This is an optimization exercise on Yosys and OpenROAD, whose aim is small area, a short achievable clock period and few clock cycles per item, not a production implementation.
In this exercise RTL edits were held to simulation tests only and were not proved equivalent to the original.

== main ==
// cffu_chk
module cffu_chk (
    input  wire        clk,
    input  wire        rst,           
    input  wire        cmd_valid,
    output wire        cmd_ready,
    input  wire        cmd_crc32,     
    input  wire [19:0] cmd_len,       
    input  wire [31:0] cmd_expect,    
    input  wire        in_valid,
    output wire        in_ready,
    input  wire [31:0] in_data,
    output reg         done,
    output wire [31:0] result,
    output reg         match
);
Size: roughly 130 I/O pins, ~14000 µm² of cells after synthesis.
export LEC_CHECK = 0
export CAP_MARGIN = 20
export CORE_MARGIN = 2
export CORE_UTILIZATION = 52
export SETUP_SLACK_MARGIN = 5
export SLEW_MARGIN = 20
export TNS_END_PERCENT = 0
create_clock -name core_clock -period 8.0 [get_ports {clk}]
standard.sh (not shown) runs the stock make flow with config.mk's settings and CLKGATE_MAP_FILE= SYNTH_SCRIPT=/design/flow/synth_recipe.tcl, a recipe that flattens the netlist after the stock synthesis.
==> flow/flow/run.sh <==
#!/bin/bash
# Standard synthesis, then the combinational logic between the standard
# synthesis's registers is re-mapped by ABC for delay (registers, their names
# and cell types are kept as they are), then the standard layout with
# port buffers of our choosing.
set -euo pipefail
W=$(pwd)
R=$W/orfs/results/$FLOW_PLATFORM/cffu_chk/base
LIB=$FLOW_HOME/platforms/$FLOW_PLATFORM/lib/sky130_fd_sc_hd__tt_025C_1v80.lib

bash standard.sh synth > $W/flow_synth.log 2>&1

cp $R/1_2_yosys.v $W/standard_synth.v
DUARGS=""
for c in $(cat $W/flow/dontuse.txt); do DUARGS="$DUARGS -dont_use $c"; done
sed -e "s#@LIB@#$LIB#g" -e "s#@IN@#$W/standard_synth.v#" -e "s#@OUT@#$W/remapped.v#" \
    -e "s#@SCRIPT@#$W/flow/remap.abc#" -e "s#@DU@#$DUARGS#" $W/flow/remap.ys > $W/remap_run.ys
yosys -l $W/flow_remap.log -q $W/remap_run.ys > /dev/null 2>&1
cp $W/remapped.v $R/1_2_yosys.v
rm -f $R/1_synth.odb $R/1_synth.sdc

# repair settings, if any
if [[ -f $W/flow/env.sh ]]; then source $W/flow/env.sh; fi
# port buffers: see flow/ports.tcl
export DONT_BUFFER_PORTS=1
export PRE_GLOBAL_PLACE_TCL=$W/flow/ports.tcl
bash standard.sh > $W/flow_layout.log 2>&1
Other scripts of this flow, unchanged in this note and not shown: flow/flow/dontuse.txt, flow/flow/env.sh, flow/flow/ports.tcl, flow/flow/remap.abc, flow/flow/remap.ys
main has completed all stages; timing, DRC and antenna checks passed.
Testbench counts of main, summed over its fixed seeds: cycles 47,128, bytes 184,073.
Edits applied to the flow inputs when going from main to the feature branch:
--- a/flow/design.v
+++ b/flow/design.v
@@ -26,15 +26,17 @@
     reg  [4:0]  icnt;
     reg         empty;        
     reg         alg_crc;
     reg  [1:0]  zpad;         
     reg  [31:0] expect_q;
     reg  [17:0] wcnt;         
+    reg         wpart;        
     reg  [31:0] in_q;
     reg         in_v, in_l;
     reg  [9:0]  sw_s;
+    reg  [10:0] sw_t;         
     reg  [11:0] sw_w;
     reg         sw_v, sw_l;
     reg  [16:0] xq;           
     reg         ga_q, gb_q;   
     reg  [15:0] lo, hi;       
     reg         a16;          
@@ -82,20 +84,20 @@
             3'd6: mul15 = 7'd90;
             default: mul15 = 7'd105;
         endcase
     endfunction
     wire [17:0] len_w  = cmd_len[19:2];
     wire        len_p  = |cmd_len[1:0];
+    wire        wc0    = (wcnt == 18'd0);
     wire        wc1    = (wcnt == 18'd1);
     wire        wc2    = (wcnt == 18'd2);
-    wire        last1  = in_v ? wc2 : wc1;
-    reg  [17:0] nwords, wdec;
+    wire        last1  = wpart ? (in_v ? wc1 : wc0) : (in_v ? wc2 : wc1);
+    reg  [17:0] wdec;
     integer     k;
     always @(*) begin
         for (k = 0; k < 18; k = k + 1) begin
-            nwords[k] = len_w[k] ^ (len_p & (&(len_w | ~((18'd1 << k) - 18'd1))));
             wdec[k]   = wcnt[k] ^ ~(|(wcnt & ((18'd1 << k) - 18'd1)));
         end
     end
     reg [31:0] tmask;
     always @(*) begin
         case (zpad)
@@ -112,12 +114,15 @@
     wire [17:0] s_sum18 = add3(s_a, s_b, e3);
     wire [9:0]  s_sum = s_sum18[9:0];
     wire [17:0] w_a = csa_s(e0 << 2, e1 << 1, e1), w_b = csa_c(e0 << 2, e1 << 1, e1);
     wire [17:0] w_c = csa_s(w_a, w_b, e2 << 1), w_d = csa_c(w_a, w_b, e2 << 1);
     wire [17:0] w_sum18 = add3(w_c, w_d, e3);
     wire [11:0] w_sum = w_sum18[11:0];
+    wire [17:0] t_c = csa_s(s_a, s_b, e3), t_d = csa_c(s_a, s_b, e3);
+    wire [17:0] t_sum18 = add3(t_c, t_d, 18'd15);
+    wire [10:0] t_sum = t_sum18[10:0];
     wire [3:0]  zk     = {2'd0, zpad};
     wire        afin_n = adl_last | (st_ini & empty & !alg_crc) | (st_afin & !b_ex);
     wire [3:0]  kcnt_n = st_afin ? kcnt + 4'd1 : 4'd0;
     wire        qstep_n = afin_n & (zpad != 2'd0) & (kcnt_n >= 4'd2) & (kcnt_n <= zk + 4'd1);
     wire        a_ex_n  = afin_n & (kcnt_n == 4'd2);
     wire        b_ex_n  = afin_n & (kcnt_n == ((zpad == 2'd0) ? 4'd3 : zk + 4'd5));
@@ -125,13 +130,13 @@
     wire        gb_set = st_afin & (kcnt == ((zpad == 2'd0) ? 4'd2 : zk + 4'd4));
     wire        ge_a   = (&lo[15:4]) & (|lo[3:0]);
     wire        ge_b   = (&hi[15:4]) & (|hi[3:0]);
     wire        fa     = a16 | ga_q;
     wire [1:0]  fb     = {bh[1], bh[0] | gb_q};
     wire [2:0]  a_top  = {a16, lo[15:14]};
-    wire [17:0] a_nx18 = add3({2'd0, lo}, {14'd0, fa, fa, fa, fa}, {8'd0, sw_s});
+    wire [17:0] a_nx18 = ks_add({2'd0, lo}, fa ? {7'd0, sw_t} : {8'd0, sw_s});
     wire [16:0] a_nx   = a_nx18[16:0];
     wire [17:0] b_nx   = add3({2'd0, hi}, {11'd0, mul15({1'b0, fb})}, {1'b0, xq});
     wire [16:0] x_op1  = sw_v ? {1'b0, lo[13:0], 2'd0} : qstep ? {1'b0, ~lo} : 17'd0;
     wire [16:0] x_op2  = sw_v ? {10'd0, mul15(a_top)} : 17'd0;
     wire [16:0] x_op3  = {5'd0, sw_w} | (qstep ? 17'd65507 : 17'd0);
     wire [17:0] x_nx18 = add3({1'b0, x_op1}, {1'b0, x_op2}, {1'b0, x_op3});
@@ -254,34 +259,35 @@
     always @(posedge clk) begin
         if (cr_q) begin
             alg_crc  <= cmd_crc32;
             zpad     <= -cmd_len[1:0];
             expect_q <= cmd_expect;
             empty    <= (cmd_len == 20'd0);
+            wpart    <= len_p;
         end
         if (cr_q)
-            wcnt <= nwords;
+            wcnt <= len_w;
         else if (in_v)
             wcnt <= wdec;
         in_q <= in_m;
-        sw_s <= in_v ? s_sum : 10'd0;
-        sw_w <= in_v ? w_sum : 12'd0;
+        sw_s <= (in_v & !alg_crc) ? s_sum : 10'd0;
+        sw_t <= (in_v & !alg_crc) ? t_sum : 11'd15;
+        sw_w <= (in_v & !alg_crc) ? w_sum : 12'd0;
         xq   <= x_nx;
         ga_q <= ga_set & ge_a & !a16;
         gb_q <= gb_set & ge_b & !bh[0];
         if (st_ini) begin
             lo  <= alg_crc ? 16'd0 : 16'd1;
             hi  <= 16'd0;
             a16 <= 1'b0;
             bh  <= 2'd0;
-        end else if (alg_crc) begin
-            if (st_run & in_v)
-                {hi, lo} <= crc_nx;
-            else if (st_inv)
-                {hi, lo} <= crc_iv;
-        end else if (st_run | st_afin) begin
+        end else if (alg_crc & st_run & in_v) begin
+            {hi, lo} <= crc_nx;
+        end else if (alg_crc & st_inv) begin
+            {hi, lo} <= crc_iv;
+        end else begin
             {a16, lo} <= a_nx;
             {bh, hi}  <= b_nx;
             if (a_ex) a16 <= 1'b0;
             if (b_ex) bh  <= 2'd0;
         end
         if (st_ini)
@@ -306,13 +312,13 @@
             in_l    <= 1'b0;
             sw_v    <= 1'b0;
             sw_l    <= 1'b0;
         end else begin
             in_v <= take;
             in_l <= take & last1;
-            sw_v <= in_v;
+            sw_v <= in_v & !alg_crc;
             sw_l <= in_l;
             done  <= st_fin;
             match <= ({hi, lo} == expect_q);
             st_ini  <= accept;
             st_run  <= (st_ini & !empty) | (st_run & !crc_last & !adl_last);
             st_afin <= afin_n;
==> comparison <==
Delta(sequential share of layout area, the feature branch - main) > 0
What the feature branch reported for flip-flop and latch count has to be multiplied by 0.940 to get the figure for main.
In the feature branch the final period demand of the worst path turned out 0.19 ns lower than in main.
main has a higher clock-buffer cell count than the feature branch.
Reported for the feature branch and main, worst reg-to-reg path cell count turned out identical to the last digit.
Testbench counts of the feature branch, summed over its fixed seeds: cycles 47,128, bytes 184,073.

port drivers added, routing unchanged:
The flow's constraints put no driver on any port. The routed layouts listed below were extracted and timed again, unchanged, in two steps. Step 1 (the two cells are an assumption about what drives the block):
set clk [get_ports {clk}]
set_driving_cell -lib_cell sky130_fd_sc_hd__clkbuf_16 $clk
set_driving_cell -lib_cell sky130_fd_sc_hd__buf_2 [delete_from_list [all_inputs] $clk]
Step 2 also shifts input and output timing later by t, the mid clock arrival at the registers, as if the neighbouring blocks saw the same clock. Slacks: ideal / step 1 / step 2; pairs: ideal / step 1.
| run | t, ns | setup slack, ns | worst data-port slew with drivers (ns) | pins driven straight from the clock port |
|---|---|---|---|---|
| main | 0.483 | 4.613 / 4.613 / 4.249 | 0.32 | 1 |
| the feature branch | 0.506 | 4.799 / 4.799 / 4.799 | 0.31 | 1 |
After both steps setup and hold are still met in every run listed. For main, which loses most, drivers alone change the setup slack by 0.000 ns; drivers and shift together by -0.364 ns.
